Context: an optimization exercise on an open-source flow, tuned for small area, a short achievable clock period and few clock cycles per item. The choices shown serve that exercise and are no tape-out recipe.
Only simulation tests tie the RTL to the original design; equivalence was not proved.
Power figures rest on the tool's default switching activity, not on a simulated workload.

### design/flow/config.mk
export PLATFORM = sky130hd
export DESIGN_NAME = crtc_timing_compiler
export DESIGN_NICKNAME = crtc_timing_compiler
export VERILOG_FILES = /design/flow/design.v
export SDC_FILE = /design/flow/constraint.sdc
export NUM_CORES = 4
export LEC_CHECK = 0
export CAP_MARGIN = 20
export CORE_MARGIN = 2
export CORE_UTILIZATION = 40
export SLEW_MARGIN = 20
### design/flow/constraint.sdc
create_clock -name core_clock -period 13.0 [get_ports {clk}]
set_input_delay 2.6000 -clock core_clock [delete_from_list [all_inputs] [get_ports {clk}]]
set_output_delay 2.6000 -clock core_clock [all_outputs]
set_load 0.01 [all_outputs]
### design/flow/design.v
module crtc_timing_compiler (
    input  wire        clk,
    input  wire        rst,
    input  wire        start,
    output wire        ready,
    output reg         done,
    output reg         fault,
    input  wire [15:0] hdisplay,
    input  wire [15:0] hblank_start,
    input  wire [15:0] hblank_end,
    input  wire [15:0] hsync_start,
    input  wire [15:0] hsync_end,
    input  wire [15:0] htotal,
    input  wire [15:0] vdisplay,
    input  wire [15:0] vblank_start,
    input  wire [15:0] vblank_end,
    input  wire [15:0] vsync_start,
    input  wire [15:0] vsync_end,
    input  wire [15:0] vtotal,
    input  wire        dblscan,
    input  wire        hskew_en,
    input  wire [1:0]  hskew,
    input  wire        nhsync,
    input  wire        nvsync,
    input  wire        half_dot,
    input  wire        clk_ok,
    input  wire        clk_crystal,
    input  wire        clk_base,
    input  wire [15:0] max_hdisplay,
    input  wire [15:0] max_vdisplay,
    input  wire [15:0] max_hfield,
    input  wire [15:0] max_vfield,
    output reg         img_valid,
    output reg  [7:0]  crtc00,
    output reg  [7:0]  crtc01,
    output reg  [7:0]  crtc02,
    output reg  [7:0]  crtc03,
    output reg  [7:0]  crtc04,
    output reg  [7:0]  crtc05,
    output reg  [7:0]  crtc06,
    output reg  [7:0]  crtc07,
    output reg  [7:0]  crtc09,
    output reg  [7:0]  crtc10,
    output reg  [7:0]  crtc11,
    output reg  [7:0]  crtc12,
    output reg  [7:0]  crtc15,
    output reg  [7:0]  crtc16,
    output reg  [7:0]  crtc18,
    output reg  [7:0]  misc,
    output reg  [7:0]  seq01
);
    localparam [1:0] CLKSEL_PLL = 2'd3;
    reg busy;
    assign ready = !busy;
    reg [15:0] m_hdisplay, m_hblank_start, m_hblank_end, m_hsync_start, m_hsync_end, m_htotal;
    reg [15:0] m_vdisplay, m_vblank_start, m_vblank_end, m_vsync_start, m_vsync_end, m_vtotal;
    reg        m_dblscan, m_hskew_en, m_nhsync, m_nvsync, m_half_dot;
    reg [1:0]  m_hskew;
    reg        m_clk_ok, m_clk_crystal, m_clk_base;
    reg [15:0] m_max_hdisplay, m_max_vdisplay, m_max_hfield, m_max_vfield;
    always @(posedge clk) begin
        if (start && ready) begin
            m_hdisplay     <= hdisplay;
            m_hblank_start <= hblank_start;
            m_hblank_end   <= hblank_end;
            m_hsync_start  <= hsync_start;
            m_hsync_end    <= hsync_end;
            m_htotal       <= htotal;
            m_vdisplay     <= vdisplay;
            m_vblank_start <= vblank_start;
            m_vblank_end   <= vblank_end;
            m_vsync_start  <= vsync_start;
            m_vsync_end    <= vsync_end;
            m_vtotal       <= vtotal;
            m_dblscan      <= dblscan;
            m_hskew_en     <= hskew_en;
            m_hskew        <= hskew;
            m_nhsync       <= nhsync;
            m_nvsync       <= nvsync;
            m_half_dot     <= half_dot;
            m_clk_ok       <= clk_ok;
            m_clk_crystal  <= clk_crystal;
            m_clk_base     <= clk_base;
            m_max_hdisplay <= max_hdisplay;
            m_max_vdisplay <= max_vdisplay;
            m_max_hfield   <= max_hfield;
            m_max_vfield   <= max_vfield;
        end
    end
    wire [16:0] width = m_half_dot ? {m_hdisplay, 1'b0} : {1'b0, m_hdisplay};
    wire [19:0] v_ratio = ({4'd0, m_vdisplay} * 20'd9) / 20'd5;
    wire        dot9 = (v_ratio == {3'd0, width});
    function [15:0] div_dot;
        input [15:0] x;
        input        nine;
        begin
            div_dot = nine ? (x / 16'd9) : (x >> 3);
        end
    endfunction
    wire [15:0] q_htotal       = div_dot(m_htotal,       dot9);
    wire [15:0] q_hdisplay     = div_dot(m_hdisplay,     dot9);
    wire [15:0] q_hblank_start = div_dot(m_hblank_start, dot9);
    wire [15:0] q_hblank_end   = div_dot(m_hblank_end,   dot9);
    wire [15:0] q_hsync_start  = div_dot(m_hsync_start,  dot9);
    wire [15:0] q_hsync_end    = div_dot(m_hsync_end,    dot9);
    wire [15:0] f_h_total       = q_htotal - 16'd5;
    wire [15:0] f_h_disp_end    = q_hdisplay - 16'd1;
    wire [15:0] f_h_blank_start = q_hblank_start - 16'd1;
    wire [15:0] f_h_blank_end   = q_hblank_end - 16'd1;
    wire [15:0] f_h_sync_start  = q_hsync_start - 16'd1;
    wire [15:0] f_h_sync_end    = q_hsync_end - 16'd1;
    wire [15:0] f_v_total       = m_vtotal - 16'd2;
    wire [15:0] f_v_disp_end    = m_vdisplay - 16'd1;
    wire [15:0] f_v_blank_start = m_vblank_start - 16'd1;
    wire [15:0] f_v_blank_end   = m_vblank_end - 16'd1;
    wire [15:0] f_v_sync_start  = m_vsync_start - 16'd1;
    wire [15:0] f_v_sync_end    = m_vsync_end - 16'd1;
    wire [15:0] f_line_compare  = m_vtotal - 16'd1;
    wire [1:0]  f_h_skew  = m_hskew_en ? m_hskew : 2'd0;
    wire [1:0]  f_clk_sel = m_clk_crystal ? {1'b0, m_clk_base} : CLKSEL_PLL;
    wire negative = (q_htotal < 16'd5) ||
                    (q_hdisplay == 16'd0) || (q_hblank_start == 16'd0) ||
                    (q_hblank_end == 16'd0) || (q_hsync_start == 16'd0) ||
                    (q_hsync_end == 16'd0) ||
                    (m_vtotal < 16'd2) ||
                    (m_vdisplay == 16'd0) || (m_vblank_start == 16'd0) ||
                    (m_vblank_end == 16'd0) || (m_vsync_start == 16'd0) ||
                    (m_vsync_end == 16'd0);
    wire check2_fail = (m_hdisplay > m_max_hdisplay) || (m_vdisplay > m_max_vdisplay);
    wire all_by8 = (m_hdisplay % 16'd8 == 16'd0) && (m_hsync_start % 16'd8 == 16'd0) &&
                   (m_hsync_end % 16'd8 == 16'd0) && (m_htotal % 16'd8 == 16'd0);
    wire all_by9 = (m_hdisplay % 16'd9 == 16'd0) && (m_hsync_start % 16'd9 == 16'd0) &&
                   (m_hsync_end % 16'd9 == 16'd0) && (m_htotal % 16'd9 == 16'd0);
    wire check3_fail = !(all_by8 || all_by9);
    wire check4_fail = (m_hdisplay > m_max_hfield) || (m_hblank_start > m_max_hfield) ||
                       (m_hblank_end > m_max_hfield) || (m_hsync_start > m_max_hfield) ||
                       (m_hsync_end > m_max_hfield) || (m_htotal > m_max_hfield) ||
                       (m_vdisplay > m_max_vfield) || (m_vblank_start > m_max_vfield) ||
                       (m_vblank_end > m_max_vfield) || (m_vsync_start > m_max_vfield) ||
                       (m_vsync_end > m_max_vfield) || (m_vtotal > m_max_vfield);
    wire refuse = !m_clk_ok || check2_fail || check3_fail || check4_fail || negative;
    always @(posedge clk) begin
        if (rst) begin
            busy      <= 1'b0;
            done      <= 1'b0;
            fault     <= 1'b0;
            img_valid <= 1'b0;
            crtc00    <= 8'd0;
            crtc01    <= 8'd0;
            crtc02    <= 8'd0;
            crtc03    <= 8'd0;
            crtc04    <= 8'd0;
            crtc05    <= 8'd0;
            crtc06    <= 8'd0;
            crtc07    <= 8'd0;
            crtc09    <= 8'd0;
            crtc10    <= 8'd0;
            crtc11    <= 8'd0;
            crtc12    <= 8'd0;
            crtc15    <= 8'd0;
            crtc16    <= 8'd0;
            crtc18    <= 8'd0;
            misc      <= 8'd0;
            seq01     <= 8'd0;
        end else begin
            done <= 1'b0;
            if (busy) begin
                busy  <= 1'b0;
                done  <= 1'b1;
                fault <= refuse;
                if (!refuse) begin
                    img_valid <= 1'b1;
                    crtc00 <= f_h_total[7:0];
                    crtc01 <= f_h_disp_end[7:0];
                    crtc02 <= f_h_blank_start[7:0];
                    crtc03 <= {1'b0, f_h_skew, f_h_blank_end[4:0]};
                    crtc04 <= f_h_sync_start[7:0];
                    crtc05 <= {f_h_blank_end[5], 2'b00, f_h_sync_end[4:0]};
                    crtc06 <= f_v_total[7:0];
                    crtc07 <= {f_v_sync_start[9], f_v_disp_end[9], f_v_total[9],
                               f_line_compare[8], f_v_blank_start[8], f_v_sync_start[8],
                               f_v_disp_end[8], f_v_total[8]};
                    crtc09 <= {m_dblscan, f_line_compare[9], f_v_blank_start[9], 5'd0};
                    crtc10 <= f_v_sync_start[7:0];
                    crtc11 <= {4'd0, f_v_sync_end[3:0]};
                    crtc12 <= f_v_disp_end[7:0];
                    crtc15 <= f_v_blank_start[7:0];
                    crtc16 <= f_v_blank_end[7:0];
                    crtc18 <= f_line_compare[7:0];
                    misc   <= {m_nvsync, m_nhsync, 2'b00, f_clk_sel, 2'b00};
                    seq01  <= {4'd0, m_half_dot, 2'b00, !dot9};
                end
            end else if (start) begin
                busy <= 1'b1;
            end
        end
    end
endmodule
### design/flow/run.sh
#!/bin/bash
# synth_recipe.tcl (not shown) runs the flow's synth.tcl, then flattens the netlist and writes it again
# the make line also repeats each setting of config.mk as NAME=value (left out here)
make -C /OpenROAD-flow-scripts/flow DESIGN_CONFIG=/design/flow/config.mk WORK_HOME=/design/flow/orfs CLKGATE_MAP_FILE= SYNTH_SCRIPT=/design/flow/synth_recipe.tcl finish
==> flow_metrics.env <==
export IMPL_crit_fanout=33
export IMPL_comb_power_share_pct=57.4
export IMPL_leakage_nw=16.0
export IMPL_slew_viol_final=0
export IMPL_clock_latency_ns=0.63
export IMPL_synthArstFlopShare_pct=0
export IMPL_yosysMostFrequentCell="nor2_1"
export IMPL_num_rows=108
export IMPL_hold_path_depth=2
export IMPL_worst_pin_slew_ns=0.977
export IMPL_hold_class="flip-flop to flip-flop"
export IMPL_numCtsBuffers=48
export IMPL_dr_first_iter_drc_count=2663
export IMPL_io_buffers=386
export IMPL_wl_um=115000
export IMPL_p_sw_mw=3.07
export IMPL_vias_per_cell=5.88
export IMPL_fmax_mhz=81.5
export IMPL_ys_warn_count=1
export IMPL_p_clk_share_pct=21.2
export IMPL_setup_viol=0
export IMPL_clockBufferDepth=3
export IMPL_synth_top_area_share_pct=22.8
export IMPL_synth_distinct_cells=128
export IMPL_final_util_pct=48.2
export IMPL_dieArea_um2=90100
export IMPL_reg2reg_depth=49
export IMPL_path_class="flip-flop to flip-flop"
export IMPL_antenna_found_initial=10
export IMPL_core_area_um2=86900
export IMPL_min_to="crtc03[6]$_SDFFE_PP0P_"
export IMPL_swShare_pct=44.7
export IMPL_area_growth_pct=19.2
export IMPL_status="timing/DRC/antenna clean"
export IMPL_placed_area_um2=39900
export IMPL_cts_tree="yes"
export IMPL_synth_flop_cell="edfxtp_1"
export IMPL_ys_ff_latch=384
export IMPL_reg2reg_slack_ns=0.74
export IMPL_drc=0
export IMPL_synthTopCellsByCount="nor2_1 (331), ha_1 (294), a21oi_1 (281)"
export IMPL_n_fill_cell=8313
export IMPL_initial_core_util_pct=40.4
export IMPL_critical_path_most_common_cell="ha_1"
export IMPL_startpoint_type="flip-flop"
export IMPL_die_x_um=300
export IMPL_intPower_mw=3.79
export IMPL_cts_hold_buf=0
export IMPL_synth_edf_count=266
export IMPL_yosysTopAreaCell="edfxtp_1"
export IMPL_cpPeakStageDelay_ns=0.55
export IMPL_cap_violations=0
export IMPL_dp_hpwl_um=87100
export IMPL_io_pins=409
export IMPL_antenna_left=0
export IMPL_synth_area_top_cells="edfxtp_1 (23%), ha_1 (10%), dfxtp_1 (6.7%)"
export IMPL_final_seq_area_um2=10300
export IMPL_slew_headroom_pct=34.9
export IMPL_peakVddDrop_uv=133
export IMPL_gp_congestion=0.922
export IMPL_vias=32362
export IMPL_min_period_ns=12.26
export IMPL_hold_violations=0
export IMPL_cts_sinks=384
export IMPL_hold_ws_ns=0.485
export IMPL_ys_seq_area_share_pct=29.5
export IMPL_crit_path_top_delay_cell="edfxtp_1"
export IMPL_fin_nets=4871
export IMPL_avgSynthCellArea_um2=8.77
export IMPL_grt_pass1_vias=30271
export IMPL_die_h_um=300
export IMPL_endpoint_kind="flip-flop"
export IMPL_cts_clk_slew_worst_paths_ns=0.06
export IMPL_period_share_pct=94.3
export IMPL_overflow=0
export IMPL_hp_start="crtc03[6]$_SDFFE_PP0P_"
export IMPL_multi_input_area_um2=23200
export IMPL_syn_inst=4000
export IMPL_cts_root_buf="clkbuf_16"
export IMPL_final_cells=5508
export IMPL_grt_max_degree=75
export IMPL_grt_usage_pct=24.5
export IMPL_fin_setup_tns_ns=0
export IMPL_htree_levels=2
export IMPL_firstDrtPassIters=6
export IMPL_timing_rr_start="m_vdisplay[8]$_DFFE_PP_"
export IMPL_arrival_ns=12.74
export IMPL_p_per_area_nw_per_um2=164
export IMPL_cp_required_ns=13.48
export IMPL_routedWlPerCell_um=20.8
export IMPL_skew_ns=0.0420
export IMPL_drive_gt1_share_pct=7.45
export IMPL_seqPwrFrac_pct=21.4
export IMPL_fin_area_um2=41800
export IMPL_grt_first_pass_wirelength_um=177000
export IMPL_syn_cell_area_um2=35100
export IMPL_r2r_end="crtc07[7]$_SDFFE_PP0P_"
export IMPL_dpl_cell_count=5407
how the worst max path moves through the flow:
stage / slack, ns / from / end
after floorplan: 2.18 / m_vdisplay[1]$_DFFE_PP_ / crtc03[0]$_SDFFE_PP0P_
after global placement: 0.43 / m_vdisplay[1]$_DFFE_PP_ / crtc07[7]$_SDFFE_PP0P_
after detailed placement: 0.08 / m_vdisplay[8]$_DFFE_PP_ / crtc09[5]$_SDFFE_PP0P_
after CTS: 0.03 / m_vdisplay[8]$_DFFE_PP_ / crtc09[5]$_SDFFE_PP0P_
after global routing: -0.05 / m_vdisplay[8]$_DFFE_PP_ / crtc09[5]$_SDFFE_PP0P_
final: 0.74 / m_vdisplay[8]$_DFFE_PP_ / crtc07[7]$_SDFFE_PP0P_
power by group through the flow:
stage	clock network [mW]	registers, mW	logic, mW
after floorplan	0	1.44	2.93
after global placement	0	1.49	3.77
after detailed placement	0	1.49	3.76
after CTS	1.49	1.46	3.78
after global routing	1.54	1.47	4.33
final	1.46	1.47	3.94
layout make-up:
| class | instances | share of cell area (%) |
|---|---|---|
| tap | 1155 | 3.45 |
| sequential | 384 | 24.7 |
| timing repair buffer | 442 | 10.4 |
| multi-input combinational | 3233 | 55.5 |
| inverter | 198 | 1.78 |
| antenna | 6 | 0.0359 |
| clock buffer | 60 | 3.33 |
| clock inverter | 30 | 0.834 |
layer usage:
| layer | track usage (%) | part of all wire [%] |
|---|---|---|
| met1 | 33.9 | 46 |
| met2 | 39.0 | 45 |
| met3 | 4.54 | 6.6 |
| met4 | 6.81 | 2.6 |
| met5 | 0 | 0.061 |
what timing repair did:
action / CTS / global route
buffers inserted: 0 / 5
resized for setup: 0 / 34
endpoints found under the setup margin: 0 / 116
flip-flops by register name, indices dropped and copies added, names as in the netlist, 16 cells and up:
| signal | flops |
|---|---|
| m_hblank_end | 16 |
| m_hblank_start | 16 |
| m_hdisplay | 16 |
| m_hsync_end | 16 |
| m_hsync_start | 16 |
| m_htotal | 16 |
| m_max_hdisplay | 16 |
| m_max_hfield | 16 |
| m_max_vdisplay | 16 |
| m_max_vfield | 16 |
| m_vblank_end | 16 |
| m_vblank_start | 16 |
| m_vdisplay | 16 |
| m_vsync_end | 16 |
| m_vsync_start | 16 |
| m_vtotal | 16 |
worst max-delay path, delay by kind of cell, from the launching register on:
| kind | cells | cell delay, ns |
|---|---|---|
| xor+xnor | 1 | 0.08 |
| simple gates | 14 | 3.48 |
| compound gates | 22 | 4.99 |
| flops | 1 | 0.55 |
| mux | 3 | 0.80 |
| fa+ha+maj | 4 | 1.19 |
| buf+inv | 5 | 0.99 |
logic make-up after synthesis:
kind of cell | after synthesis | share of synthesized area, %
xor+xnor | 167 | 4.28
mux | 200 | 5.80
fa+ha+maj | 309 | 11.0
buf+inv | 404 | 5.17
flops | 384 | 29.5
compound gates | 1226 | 25.0
other cells | 1 | 0.0107
simple gates | 1309 | 19.3
layout by cell type (no fill, tap or decap), drive strengths merged, types with 66 or more instances in the layout:
| cell | n |
|---|---|
| a21o | 78 |
| a21oi | 286 |
| clkdlybuf4s50 | 385 |
| dfxtp | 118 |
| edfxtp | 266 |
| ha | 294 |
| inv | 203 |
| mux2i | 183 |
| nand2 | 221 |
| nand2b | 118 |
| nand3 | 104 |
| nand4 | 74 |
| nor2 | 335 |
| nor2b | 85 |
| nor3 | 106 |
| o21ai | 230 |
| xnor2 | 101 |
| xor2 | 66 |
metrics by stage:
step                      setup slack, ns  power (mW)
after floorplan                      2.18        4.37
after global placement              0.426        5.26
after detailed placement           0.0754        5.25
after CTS                          0.0277        6.74
after global routing              -0.0533        7.34
final                               0.737        6.86
Testbench counts, summed over its fixed seeds: cycles 6,400, compiles 3,200.

==> what the ideal ports hide <==
The flow's constraints put no driver on any port. The routed layout listed below was extracted and timed again, unchanged, in two steps.
Step 1 sets driving cells, clkbuf_16 on the clock port and buf_2 on the other inputs (assumed; they add their load-dependent delay and slew).
Step 2 adds t to the input delays and takes it off the output delays; t is the mean of the earliest and latest rising clock arrival at the registers after step 1. Input paths then give back, and output paths get back, about the clock's delay inside the block.
Three values: ideal, step 1, step 2; two values: the first two.
t, ns: 0.681
setup slack, ns: 0.737 / 0.737 / 0.737
latest minus earliest clock arrival (ns): 0.042 / 0.042
worst slew at a driven data input, ns: 0.11
pins driven straight from the clock port: 1
After both steps this run still meets setup and hold. For this run, drivers alone change the setup slack by 0.000 ns; drivers and shift together by 0.000 ns.
